What follows belongs to an exercise in optimizing a design on an open flow for small area, a short achievable clock period and few clock cycles; a production flow would make more cautious choices.

run a:
==> flow/design.v <==
module dani_deframer (
    input  wire         clk,
    input  wire         rst,            
    input  wire         cfg_proto,      
    input  wire [3:0]   cfg_ctrl_hi,    
    input  wire [7:0]   cfg_sq_code,    
    input  wire [27:0]  cfg_rsplen,     
    input  wire         in_valid,
    input  wire [7:0]   in_data,
    output wire         in_ready,
    output reg          out_valid,
    input  wire         out_ready,
    output wire [4:0]   out_len,        
    output wire [143:0] out_frame,      
    output wire [15:0]  out_drops       
);
    localparam BUFN = 18;
    reg [8*BUFN-1:0] buf_q;     
    reg [4:0]        cnt_q;     
    reg [15:0]       drops_q;   
    reg [4:0]        skip_q;    
    reg              sof0_q;    
    reg              proto_q;   
    reg [7:0]        sq_q;      
    reg              hd_drop;   
    reg              hd_cand;   
    reg [3:0]        hd_v;      
    reg [BUFN-1:4]   hd_lt;     
    reg              in_rdy_q;  
    integer i;
    function [BUFN+1:0] hdr_dec;   
        input [7:0] x0, x1, x2;
        input [1:0] p;
        reg         start, hdr, plaus;
        reg  [3:0]  n;
        reg  [BUFN-1:4] lt;
        integer     k;
        begin
            if (!proto_q) begin
                start = (x0 == 8'hAA);
                hdr   = (p >= 2'd2);
                plaus = (x1[7:4] == cfg_ctrl_hi) && (x1[3:0] != 4'd0) && (x1[3:0] <= 4'd9);
                n     = x1[3:0];
            end else begin
                start = (x0[7:1] == 7'b1111101);
                hdr   = (p == 2'd3);
                plaus = 1'b1;
                n     = 4'd0;
                if (!x0[0]) begin
                    case (x2)
                        8'hF6: n = 4'd3;
                        8'hF3: n = 4'd1;
                        8'h83: n = 4'd2;
                        8'h9B: n = 4'd1;
                        8'h96: n = 4'd8;
                        8'h97: n = 4'd8;
                        default: begin
                            if (x2 != sq_q) plaus = 1'b0;
                        end
                    endcase
                end else begin
                    case (x2)
                        8'hF6: n = cfg_rsplen[3:0];
                        8'hF3: n = cfg_rsplen[7:4];
                        8'h83: n = cfg_rsplen[11:8];
                        8'h9B: n = cfg_rsplen[15:12];
                        8'h96: n = cfg_rsplen[19:16];
                        8'h97: n = cfg_rsplen[23:20];
                        default: n = (x2 == sq_q) ? cfg_rsplen[27:24] : 4'hF;
                    endcase
                    plaus = (n != 4'hF);
                end
            end
            for (k = 4; k < BUFN; k = k + 1)
                lt[k] = ({1'b0, n} + (proto_q ? 5'd4 : 5'd5) > k);
            hdr_dec = {((p != 2'd0) && !start) || (start && hdr && !plaus),
                       start && hdr && plaus, n, lt};
        end
    endfunction
    reg [BUFN-1:0] lt_e;        
    reg [7:0]      term [0:BUFN];
    reg [7:0]      chk;
    reg            eof_ok;
    always @(*) begin
        chk    = 8'h00;
        eof_ok = 1'b0;
        for (i = 0; i < BUFN; i = i + 1) begin
            lt_e[i] = (i < 4) || (proto_q ? hd_lt[i] : (i + 1 < BUFN && hd_lt[i+1]));
            if (lt_e[i] && (proto_q || (i != 0 && i != 1 && i != 3)))
                term[i] = buf_q[8*i +: 8];
            else
                term[i] = 8'h00;
            if (i >= 3 && {1'b0, hd_v} == i - 3)
                chk = chk | buf_q[8*i +: 8];
            if (i >= 4 && {1'b0, hd_v} == i - 4 && buf_q[8*i +: 8] == 8'h55)
                eof_ok = 1'b1;
        end
        term[BUFN] = ~{chk[6:0], 1'b0};
    end
    function [15:0] csa;        
        input [7:0] a, b, c;
        begin
            csa = {((a & b) | (a & c) | (b & c)) << 1, a ^ b ^ c};
        end
    endfunction
    wire [15:0] s1_0 = csa(term[0],  term[1],  term[2]);
    wire [15:0] s1_1 = csa(term[3],  term[4],  term[5]);
    wire [15:0] s1_2 = csa(term[6],  term[7],  term[8]);
    wire [15:0] s1_3 = csa(term[9],  term[10], term[11]);
    wire [15:0] s1_4 = csa(term[12], term[13], term[14]);
    wire [15:0] s1_5 = csa(term[15], term[16], term[17]);
    wire [15:0] s2_0 = csa(s1_0[7:0], s1_0[15:8], s1_1[7:0]);
    wire [15:0] s2_1 = csa(s1_1[15:8], s1_2[7:0], s1_2[15:8]);
    wire [15:0] s2_2 = csa(s1_3[7:0], s1_3[15:8], s1_4[7:0]);
    wire [15:0] s2_3 = csa(s1_4[15:8], s1_5[7:0], s1_5[15:8]);
    wire [15:0] s3_0 = csa(s2_0[7:0], s2_0[15:8], s2_1[7:0]);
    wire [15:0] s3_1 = csa(s2_1[15:8], s2_2[7:0], s2_2[15:8]);
    wire [15:0] s3_2 = csa(s2_3[7:0], s2_3[15:8], term[BUFN]);
    wire [15:0] s4_0 = csa(s3_0[7:0], s3_0[15:8], s3_1[7:0]);
    wire [15:0] s4_1 = csa(s3_1[15:8], s3_2[7:0], s3_2[15:8]);
    wire [15:0] s5_0 = csa(s4_0[7:0], s4_0[15:8], s4_1[7:0]);
    wire [15:0] s6_0 = csa(s5_0[7:0], s5_0[15:8], s4_1[15:8]);
    wire sum_ok = ((s6_0[7:0] ^ s6_0[15:8]) == 8'hFF);
    wire win_ok = sum_ok && (proto_q || (eof_ok && buf_q[31:27] == 5'd0));
    wire skipping = (skip_q[4:1] != 4'd0);
    wire [4:0] hd_t = {1'b0, hd_v} + (proto_q ? 5'd4 : 5'd5);    
    wire complete = (cnt_q >= hd_t);
    wire check    = !skipping && hd_cand && complete;
    wire do_emit  = check && win_ok;
    wire do_drop  = !skipping && (hd_drop || (check && !win_ok));
    wire rm_rdy   = skipping && out_valid;
    wire rm_now   = skipping ? !out_valid : (hd_drop || (hd_cand && complete));
    wire remove   = rm_now || (rm_rdy && out_ready);
    assign in_ready = in_rdy_q;
    wire   accept   = in_valid && in_ready;
    wire [1:0] p0 = (cnt_q > 5'd2) ? 2'd3 : cnt_q[1:0];
    wire [1:0] p1 = (cnt_q > 5'd3) ? 2'd3 : (cnt_q == 5'd0) ? 2'd0 : cnt_q[1:0] - 2'd1;
    wire [BUFN+1:0] dec0 = hdr_dec(buf_q[7:0],  buf_q[15:8],  buf_q[23:16], p0);
    wire [BUFN+1:0] dec1 = hdr_dec(buf_q[15:8], buf_q[23:16], buf_q[31:24], p1);
    wire [BUFN+1:0] dec  = remove ? dec1 : dec0;
    reg [BUFN-1:0] ld_in, en;
    always @(*) begin
        for (i = 0; i < BUFN; i = i + 1) begin
            ld_in[i] = (i + 1 >= cnt_q);
            en[i]    = (rm_now || (i >= cnt_q)) || (rm_rdy && out_ready);
        end
    end
    assign out_frame[7:0] = {1'b1, proto_q, 1'b1, proto_q, 1'b1, 1'b0, 1'b1, sof0_q};
    genvar g;
    generate
        for (g = 1; g < 4; g = g + 1) begin : g_out_lo
            assign out_frame[8*g +: 8] = buf_q[8*(g-1) +: 8];
        end
        for (g = 4; g < BUFN; g = g + 1) begin : g_out
            assign out_frame[8*g +: 8] = hd_lt[g] ? buf_q[8*(g-1) +: 8] : 8'h00;
        end
    endgenerate
    assign out_len   = skip_q;
    assign out_drops = drops_q;
    always @(posedge clk) begin
        for (i = 0; i < BUFN; i = i + 1)
            if (en[i])
                buf_q[8*i +: 8] <= (ld_in[i] || i == BUFN - 1) ? in_data : buf_q[8*(i+1) +: 8];
        proto_q <= cfg_proto;
        sq_q    <= cfg_sq_code;
        hd_v    <= dec[BUFN-1:BUFN-4];
        if (!out_valid && !do_emit) hd_lt <= dec[BUFN-5:0];
        if (do_emit) sof0_q <= buf_q[0];
        if (rst) begin
            cnt_q     <= 5'd0;
            in_rdy_q  <= 1'b1;
            drops_q   <= 16'd0;
            skip_q    <= 5'd0;
            out_valid <= 1'b0;
            hd_drop   <= 1'b0;
            hd_cand   <= 1'b0;
        end else begin
            case ({remove, accept})
                2'b10:   cnt_q <= cnt_q - 5'd1;
                2'b01:   cnt_q <= cnt_q + 5'd1;
                default: cnt_q <= cnt_q;
            endcase
            in_rdy_q <= !(((cnt_q == BUFN[4:0]) || (cnt_q == BUFN[4:0] - 5'd1 && accept)) && !remove);
            hd_drop <= dec[BUFN+1];
            hd_cand <= dec[BUFN];
            if (skipping) begin
                if (remove) skip_q <= skip_q - 5'd1;
            end else if (do_emit) begin
                skip_q <= hd_t;
            end
            if (do_drop) begin
                if (drops_q != 16'hFFFF) drops_q <= drops_q + 16'd1;
            end else if (out_valid && out_ready) begin
                drops_q <= 16'd0;
            end
            if (do_emit)
                out_valid <= 1'b1;
            else if (out_ready)
                out_valid <= 1'b0;
        end
    end
endmodule
==> flow/config.mk <==
export PLATFORM = sky130hd
export DESIGN_NAME = dani_deframer
export DESIGN_NICKNAME = dani_deframer
export VERILOG_FILES = /design/flow/design.v
export SDC_FILE = /design/flow/constraint.sdc
export NUM_CORES = 4
export LEC_CHECK = 0
export CAP_MARGIN = 20
export CELL_PAD_IN_SITES_DETAIL_PLACEMENT = 2
export CELL_PAD_IN_SITES_GLOBAL_PLACEMENT = 2
export CORE_MARGIN = 2
export CORE_UTILIZATION = 30
export PLACE_DENSITY = 0.5
export SLEW_MARGIN = 20
==> flow/constraint.sdc <==
create_clock -name core_clock -period 28.0 [get_ports {clk}]
set_input_delay 5.6000 -clock core_clock [delete_from_list [all_inputs] [get_ports {clk}]]
set_output_delay 5.6000 -clock core_clock [all_outputs]
set_load 0.01 [all_outputs]
run.sh (not shown) runs the stock make flow with config.mk's settings and CLKGATE_MAP_FILE= SYNTH_SCRIPT=/design/flow/synth_recipe.tcl, a recipe that flattens the netlist after the stock synthesis.
What run b does differently from run a at the input level:
diff --git a/flow/design.v b/flow/design.v
--- a/flow/design.v
+++ b/flow/design.v
@@ -25,16 +25,12 @@
     reg              hd_drop;   
     reg              hd_cand;   
     reg [3:0]        hd_v;      
-    reg [BUFN-1:4]   hd_lt;     
-    reg              in_rdy_q;  
     integer i;
-    function [BUFN+1:0] hdr_dec;   
+    function [5:0] hdr_dec;     
         input [7:0] x0, x1, x2;
         input [1:0] p;
         reg         start, hdr, plaus;
         reg  [3:0]  n;
-        reg  [BUFN-1:4] lt;
-        integer     k;
         begin
             if (!proto_q) begin
                 start = (x0 == 8'hAA);
@@ -71,10 +67,8 @@
                     plaus = (n != 4'hF);
                 end
             end
-            for (k = 4; k < BUFN; k = k + 1)
-                lt[k] = ({1'b0, n} + (proto_q ? 5'd4 : 5'd5) > k);
             hdr_dec = {((p != 2'd0) && !start) || (start && hdr && !plaus),
-                       start && hdr && plaus, n, lt};
+                       start && hdr && plaus, n};
         end
     endfunction
     reg [BUFN-1:0] lt_e;        
@@ -85,7 +79,7 @@
         chk    = 8'h00;
         eof_ok = 1'b0;
         for (i = 0; i < BUFN; i = i + 1) begin
-            lt_e[i] = (i < 4) || (proto_q ? hd_lt[i] : (i + 1 < BUFN && hd_lt[i+1]));
+            lt_e[i] = (i < 4) || ({1'b0, hd_v} >= i - 3);
             if (lt_e[i] && (proto_q || (i != 0 && i != 1 && i != 3)))
                 term[i] = buf_q[8*i +: 8];
             else
@@ -128,31 +122,26 @@
     wire check    = !skipping && hd_cand && complete;
     wire do_emit  = check && win_ok;
     wire do_drop  = !skipping && (hd_drop || (check && !win_ok));
-    wire rm_rdy   = skipping && out_valid;
-    wire rm_now   = skipping ? !out_valid : (hd_drop || (hd_cand && complete));
-    wire remove   = rm_now || (rm_rdy && out_ready);
-    assign in_ready = in_rdy_q;
+    wire remove   = skipping ? (!out_valid || out_ready) : (hd_drop || (hd_cand && complete));
+    assign in_ready = (cnt_q != BUFN[4:0]);
     wire   accept   = in_valid && in_ready;
     wire [1:0] p0 = (cnt_q > 5'd2) ? 2'd3 : cnt_q[1:0];
     wire [1:0] p1 = (cnt_q > 5'd3) ? 2'd3 : (cnt_q == 5'd0) ? 2'd0 : cnt_q[1:0] - 2'd1;
-    wire [BUFN+1:0] dec0 = hdr_dec(buf_q[7:0],  buf_q[15:8],  buf_q[23:16], p0);
-    wire [BUFN+1:0] dec1 = hdr_dec(buf_q[15:8], buf_q[23:16], buf_q[31:24], p1);
-    wire [BUFN+1:0] dec  = remove ? dec1 : dec0;
+    wire [5:0] dec0 = hdr_dec(buf_q[7:0],  buf_q[15:8],  buf_q[23:16], p0);
+    wire [5:0] dec1 = hdr_dec(buf_q[15:8], buf_q[23:16], buf_q[31:24], p1);
+    wire [5:0] dec  = remove ? dec1 : dec0;
     reg [BUFN-1:0] ld_in, en;
     always @(*) begin
         for (i = 0; i < BUFN; i = i + 1) begin
             ld_in[i] = (i + 1 >= cnt_q);
-            en[i]    = (rm_now || (i >= cnt_q)) || (rm_rdy && out_ready);
+            en[i]    = remove || (i >= cnt_q);
         end
     end
     assign out_frame[7:0] = {1'b1, proto_q, 1'b1, proto_q, 1'b1, 1'b0, 1'b1, sof0_q};
     genvar g;
     generate
-        for (g = 1; g < 4; g = g + 1) begin : g_out_lo
-            assign out_frame[8*g +: 8] = buf_q[8*(g-1) +: 8];
-        end
-        for (g = 4; g < BUFN; g = g + 1) begin : g_out
-            assign out_frame[8*g +: 8] = hd_lt[g] ? buf_q[8*(g-1) +: 8] : 8'h00;
+        for (g = 1; g < BUFN; g = g + 1) begin : g_out
+            assign out_frame[8*g +: 8] = (g < skip_q) ? buf_q[8*(g-1) +: 8] : 8'h00;
         end
     endgenerate
     assign out_len   = skip_q;
@@ -163,12 +152,10 @@
                 buf_q[8*i +: 8] <= (ld_in[i] || i == BUFN - 1) ? in_data : buf_q[8*(i+1) +: 8];
         proto_q <= cfg_proto;
         sq_q    <= cfg_sq_code;
-        hd_v    <= dec[BUFN-1:BUFN-4];
-        if (!out_valid && !do_emit) hd_lt <= dec[BUFN-5:0];
+        hd_v    <= dec[3:0];
         if (do_emit) sof0_q <= buf_q[0];
         if (rst) begin
             cnt_q     <= 5'd0;
-            in_rdy_q  <= 1'b1;
             drops_q   <= 16'd0;
             skip_q    <= 5'd0;
             out_valid <= 1'b0;
@@ -180,9 +167,8 @@
                 2'b01:   cnt_q <= cnt_q + 5'd1;
                 default: cnt_q <= cnt_q;
             endcase
-            in_rdy_q <= !(((cnt_q == BUFN[4:0]) || (cnt_q == BUFN[4:0] - 5'd1 && accept)) && !remove);
-            hd_drop <= dec[BUFN+1];
-            hd_cand <= dec[BUFN];
+            hd_drop <= dec[5];
+            hd_cand <= dec[4];
             if (skipping) begin
                 if (remove) skip_q <= skip_q - 5'd1;
             end else if (do_emit) begin
- Going from run a to run b, post-layout worst setup margin dropped 0.37 ns, detail-routed via count per cell now sits higher, multi-input combinational area share up 1.3 points, multi-input combinational cell count now sits lower.
- Compared with run a, in run b instance count after placement with tap cells included saw a decrease, count of flip-flops and latches went down by 15.
- Of the two candidates, run a has the worse pre-CTS worst setup slack and run b the better one.
- Looking only at number of antenna cells inserted, and setting everything else aside, the higher value of run a and run b goes to run b.
- Run b vs run a — non-clock buffer share of cell area rose 0.78 points.
Function was not checked in any run of this note: the RTL went through the layout flow alone.

-- what the ideal ports hide --
How much do the figures lean on ideal ports? The routed layouts below were timed once more, with nothing changed but the port constraints. Step 1 sets driving cells, clkbuf_16 on the clock port and buf_2 on the other inputs (assumed; they add their load-dependent delay and slew). Step 2 moves the port delays by t, midway between the first and last clock arrival at a register: inputs arrive t later, outputs are due t later. That takes back most of the time a late clock gives input paths. Slacks: ideal ports / drivers / drivers and shift; pairs: ideal ports / drivers.
run | t (ns) | slack for setup (ns) | worst register clock-pin slew, ns
run a | 0.642 | 19.366 / 19.406 / 18.764 | 0.07 / 0.07
run b | 0.555 | 18.997 / 18.936 / 19.491 | 0.08 / 0.08
After both steps every run listed still meets setup and hold. For run a, which loses most, drivers alone change the setup slack by +0.040 ns; drivers and shift together by -0.602 ns.
